Context: an optimization exercise on an open-source flow, tuned for small area, a short achievable clock period and few clock cycles per item. The choices shown serve that exercise and are no tape-out recipe. RTL that was checked went through simulation tests only; none was proved equivalent to the original. No activity file was given, so power comes from the tool's default toggle rates.

job 4065:
Design flanger_sweep_state_machine, start of the top module:
module flanger_sweep_state_machine #(
    parameter N = 32,              
    parameter L = 24               
) (
    input  wire        clk,
    input  wire        rst,
    input  wire        key_valid,
    input  wire [7:0]  key_char,
    input  wire        btn,
    input  wire        in_valid,
    output wire        in_ready,
    input  wire [15:0] mic,
    input  wire [15:0] gen,
    output reg         out_valid,
    input  wire        out_ready,
    output reg  [31:0] out_data,
    output reg         out_last,
    output reg         out_ev_valid,
    output reg         out_ev_kind,    
    output reg  [7:0]  out_ev_arg,
    output wire [15:0] gen_freq
);
==> flow/config.mk <==
export PLATFORM = sky130hd
export DESIGN_NAME = flanger_sweep_state_machine
export DESIGN_NICKNAME = flanger_sweep_state_machine
export VERILOG_FILES = /design/flow/design.v
export SDC_FILE = /design/flow/constraint.sdc
export NUM_CORES = 4
export LEC_CHECK = 0
export CAP_MARGIN = 20
export CORE_MARGIN = 2
export CORE_UTILIZATION = 40
export CTS_BUF_LIST = sky130_fd_sc_hd__clkbuf_8
export CTS_CLUSTER_DIAMETER = 70
export CTS_CLUSTER_SIZE = 16
export SETUP_SLACK_MARGIN = 5
export SLEW_MARGIN = 20
==> flow/constraint.sdc <==
create_clock -name core_clock -period 8.0 [get_ports {clk}]
set_input_delay 1.6000 -clock core_clock [delete_from_list [all_inputs] [get_ports {clk}]]
set_output_delay 1.6000 -clock core_clock [all_outputs]
set_load 0.01 [all_outputs]
standard.sh (not shown) runs the stock make flow with config.mk's settings and CLKGATE_MAP_FILE= SYNTH_SCRIPT=/design/flow/synth_recipe.tcl, a recipe that flattens the netlist after the stock synthesis.
==> flow/flow/run.sh <==
#!/bin/bash
# The standard layout with two changes:
# - the adders are left to ABC: without ADDER_MAP_FILE, synthesis does not
#   turn three-input XOR/majority pairs into full-adder cells, so the
#   multiplier's compressor tree is mapped as plain gates;
# - every port gets a buf_2 as its buffer (the standard flow's choice is a
#   slow delay buffer).
set -euo pipefail
bash standard.sh ADDER_MAP_FILE= "BUFFER_PORTS_ARGS=-buffer_cell sky130_fd_sc_hd__buf_2" finish > make_finish.log 2>&1
Job 4065 completed end to end with timing, DRC and antenna clean.
## Diff of input files: job 6678 against job 4065
- changing SETUP_SLACK_MARGIN from 5 to 4.8
==> flow/run.sh (new file) <==
#!/bin/bash
# synth_recipe.tcl (not shown) runs the flow's synth.tcl, then flattens the netlist and writes it again
# the make line also repeats each setting of config.mk as NAME=value (left out here)
make -C /OpenROAD-flow-scripts/flow DESIGN_CONFIG=/design/flow/config.mk WORK_HOME=/design/flow/orfs CLKGATE_MAP_FILE= SYNTH_SCRIPT=/design/flow/synth_recipe.tcl finish
removed: flow/flow/run.sh
removed: flow/standard.sh
--- outcome ---
- The via count of job 6678 was superior to that of job 4065.
- Diff job 4065 -> job 6678 | number of clock buffers in the layout | increase of 1
- Job 4065 has a higher final period utilization than job 6678.
- Cmp job 6678 vs job 4065: routed wire length per instance higher in job 6678
- On proportion of cell area spent on the clock network, job 4065 and job 6678 are basically level.
- Compared with job 4065, job 6678 shows final standard cell area without fillers higher by 1.2%.
- Summary — aggregate routed wire length, job 6678 relative to job 4065: lower, by 3.1%.
- Power consumption improves in job 6678 relative to job 4065.
- Summary of job 6678 over job 4065: clock period minus worst slack now sits lower, die footprint decreased by 390 µm² relative to the old numbers.
- Job 4065 leaves less setup margin than job 6678.
No functional check of the RTL was part of any run of this note.

========
## build 73
flanger_sweep_state_machine, a different RTL version from the one above (not shown whole).
For scale: about 2,300 cells after synthesis, roughly 590 flip-flops.
## flanger_sweep_state_machine
module flanger_sweep_state_machine #(
    parameter N = 32,              
    parameter L = 24               
) (
    input  wire        clk,
    input  wire        rst,
    input  wire        key_valid,
    input  wire [7:0]  key_char,
    input  wire        btn,
    input  wire        in_valid,
    output wire        in_ready,
    input  wire [15:0] mic,
    input  wire [15:0] gen,
    output reg         out_valid,
    input  wire        out_ready,
    output reg  [31:0] out_data,
    output reg         out_last,
    output reg         out_ev_valid,
    output reg         out_ev_kind,    
    output reg  [7:0]  out_ev_arg,
    output wire [15:0] gen_freq
);
==> flow/config.mk <==
export PLATFORM = sky130hd
export DESIGN_NAME = flanger_sweep_state_machine
export DESIGN_NICKNAME = flanger_sweep_state_machine
export VERILOG_FILES = /design/flow/design.v
export SDC_FILE = /design/flow/constraint.sdc
export NUM_CORES = 4
export LEC_CHECK = 0
export CAP_MARGIN = 20
export CORE_MARGIN = 2
export CORE_UTILIZATION = 40
export CTS_BUF_LIST = sky130_fd_sc_hd__clkbuf_8
export CTS_CLUSTER_DIAMETER = 70
export CTS_CLUSTER_SIZE = 16
export SETUP_SLACK_MARGIN = 5
export SLEW_MARGIN = 20
export TNS_END_PERCENT = 0
==> flow/constraint.sdc <==
create_clock -name core_clock -period 8.0 [get_ports {clk}]
set_input_delay 1.6000 -clock core_clock [delete_from_list [all_inputs] [get_ports {clk}]]
set_output_delay 1.6000 -clock core_clock [all_outputs]
set_load 0.01 [all_outputs]
==> flow/flow/run.sh <==
#!/bin/bash
# The standard layout with two changes:
# - the adders are left to ABC: without ADDER_MAP_FILE, synthesis does not
#   turn three-input XOR/majority pairs into full-adder cells, so the
#   multiplier's compressor tree is mapped as plain gates;
# - every port gets a buf_2 as its buffer (the standard flow's choice is a
#   slow delay buffer).
set -euo pipefail
bash standard.sh ADDER_MAP_FILE= "BUFFER_PORTS_ARGS=-buffer_cell sky130_fd_sc_hd__buf_2" finish > make_finish.log 2>&1
Testbench counts of build 73, summed over its fixed seeds: cycles 16,408, items 16,384.
Here is what was changed in the inputs of build 81 compared with build 73.
# build 73
export LEC_CHECK = 0
export CAP_MARGIN = 20
export CORE_MARGIN = 2
export CORE_UTILIZATION = 40
export CTS_BUF_LIST = sky130_fd_sc_hd__clkbuf_8
export CTS_CLUSTER_DIAMETER = 70
export CTS_CLUSTER_SIZE = 16
export SETUP_SLACK_MARGIN = 5
export SLEW_MARGIN = 20
export TNS_END_PERCENT = 0
create_clock -name core_clock -period 8.0 [get_ports {clk}]
# build 81
export LEC_CHECK = 0
export CAP_MARGIN = 20
export CORE_MARGIN = 2
export CORE_UTILIZATION = 40
export CTS_BUF_LIST = sky130_fd_sc_hd__clkbuf_8
export CTS_CLUSTER_DIAMETER = 70
export CTS_CLUSTER_SIZE = 16
export SETUP_SLACK_MARGIN = 4.8
export SLEW_MARGIN = 20
create_clock -name core_clock -period 8.0 [get_ports {clk}]
==> flow/run.sh (new file) <==
#!/bin/bash
# synth_recipe.tcl (not shown) runs the flow's synth.tcl, then flattens the netlist and writes it again
# the make line also repeats each setting of config.mk as NAME=value (left out here)
make -C /OpenROAD-flow-scripts/flow DESIGN_CONFIG=/design/flow/config.mk WORK_HOME=/design/flow/orfs CLKGATE_MAP_FILE= SYNTH_SCRIPT=/design/flow/synth_recipe.tcl finish
removed: flow/flow/run.sh
removed: flow/standard.sh
==> comparison <==
A launch point of the critical path of one1[1]$_SDFFCE_PN0N_ is what build 81 shows, while u_flan.tap[1]$_SDFFE_PP1P_ belongs to build 73.
In the tables for build 73 and build 81, clock network latency to the later pin of the worst-skew pair reads higher with build 81.
In the reports for build 73 and build 81, the smaller clock-buffer cell count belongs to build 73.
Power delta (build 81 − build 73): favourable
Build 81 vs build 73: via count down by a few percent
Build 81 -> build 73: cell count of the worst hold path delta 0, exact match
Build 81 vs build 73: wire length of the first global-routing pass up slightly
Comparing build 81 with build 73, the combined flip-flop and latch cell area came out essentially unchanged.
Setup changes, build 81 to build 55
# build 81
export LEC_CHECK = 0
export CAP_MARGIN = 20
export CORE_MARGIN = 2
export CORE_UTILIZATION = 40
export CTS_BUF_LIST = sky130_fd_sc_hd__clkbuf_8
export CTS_CLUSTER_DIAMETER = 70
export CTS_CLUSTER_SIZE = 16
export SETUP_SLACK_MARGIN = 4.8
export SLEW_MARGIN = 20
create_clock -name core_clock -period 8.0 [get_ports {clk}]
# build 55
export LEC_CHECK = 0
export CAP_MARGIN = 20
export CORE_MARGIN = 2
export CORE_UTILIZATION = 40
export CTS_BUF_LIST = sky130_fd_sc_hd__clkbuf_8
export CTS_CLUSTER_DIAMETER = 70
export CTS_CLUSTER_SIZE = 16
export SETUP_SLACK_MARGIN = 4.9
export SLEW_MARGIN = 20
create_clock -name core_clock -period 8.0 [get_ports {clk}]
==> flow/flow/run.sh (new file) <==
#!/bin/bash
# The standard layout with two changes:
# - the adders are left to ABC: without ADDER_MAP_FILE, synthesis does not
#   turn three-input XOR/majority pairs into full-adder cells, so the
#   multiplier's compressor tree is mapped as plain gates;
# - every port gets a buf_2 as its buffer (the standard flow's choice is a
#   slow delay buffer).
set -euo pipefail
bash standard.sh ADDER_MAP_FILE= "BUFFER_PORTS_ARGS=-buffer_cell sky130_fd_sc_hd__buf_2" finish > make_finish.log 2>&1
==> flow/standard.sh (new file) <==
#!/bin/bash
# synth_recipe.tcl (not shown) runs the flow's synth.tcl, then flattens the netlist and writes it again
# the make line also repeats each setting of config.mk as NAME=value (left out here)
make -C /OpenROAD-flow-scripts/flow DESIGN_CONFIG=/design/flow/config.mk WORK_HOME=/design/flow/orfs CLKGATE_MAP_FILE= SYNTH_SCRIPT=/design/flow/synth_recipe.tcl "${@:-finish}"
removed: flow/run.sh
Findings:
- On build 55: combined area of all synthesized cells is 1.1% higher than what build 81 gave.
- On die area, the lower figure sits with build 81, not build 55.
- When build 55 is set beside build 81, its register-to-register slack turns out to be 0.23 ns larger.
- Post-synthesis area per instance (higher): build 81
- On design area, the higher figure sits with build 81, not build 55.
- Build 55 -> build 81: number of synthesized flops with an enable pin delta 0, exact match
- The first-iteration DRC count in build 55 is 0.75 times that in build 81.
- Build 55 — count of unique library cells instantiated by Yosys 3 higher, build 81 as reference
- NOTE first-pass GRT wire length build 81->build 55 decreased slightly
- Max freq build 81 -> build 55: improved

==> what the ideal ports hide <==
No port has a modelled driver above. Below, the same layouts with a new extraction and two added sets of constraints.
Step 1, drivers: a clkbuf_16 drives clk and a buf_2 each remaining input, both assumed.
Step 2, shift: input delay + t, output delay - t, t = (earliest + latest rising clock arrival at the registers) / 2. This alone moves slack from input paths to output paths.
Slacks: no drivers / after step 1 / after step 2; pairs: no drivers / after step 1.
run | t, ns | setup slack, ns | worst setup path at the end | worst data-port slew with drivers (ns)
job 4065 | 0.756 | 4.644 / 4.649 / 3.893 | input to register | 0.16
job 6678 | 0.734 | 4.786 / 4.786 / 4.197 | input to register | 0.10
build 73 | 0.738 | 4.924 / 4.883 / 4.235 | input to register | 0.13
build 81 | 0.766 | 4.720 / 4.720 / 4.092 | input to register | 0.22
build 55 | 0.727 | 4.948 / 4.948 / 4.355 | input to register | 0.14
After both steps every run listed still meets setup and hold. For job 4065, which loses most, drivers alone change the setup slack by +0.005 ns; drivers and shift together by -0.751 ns.
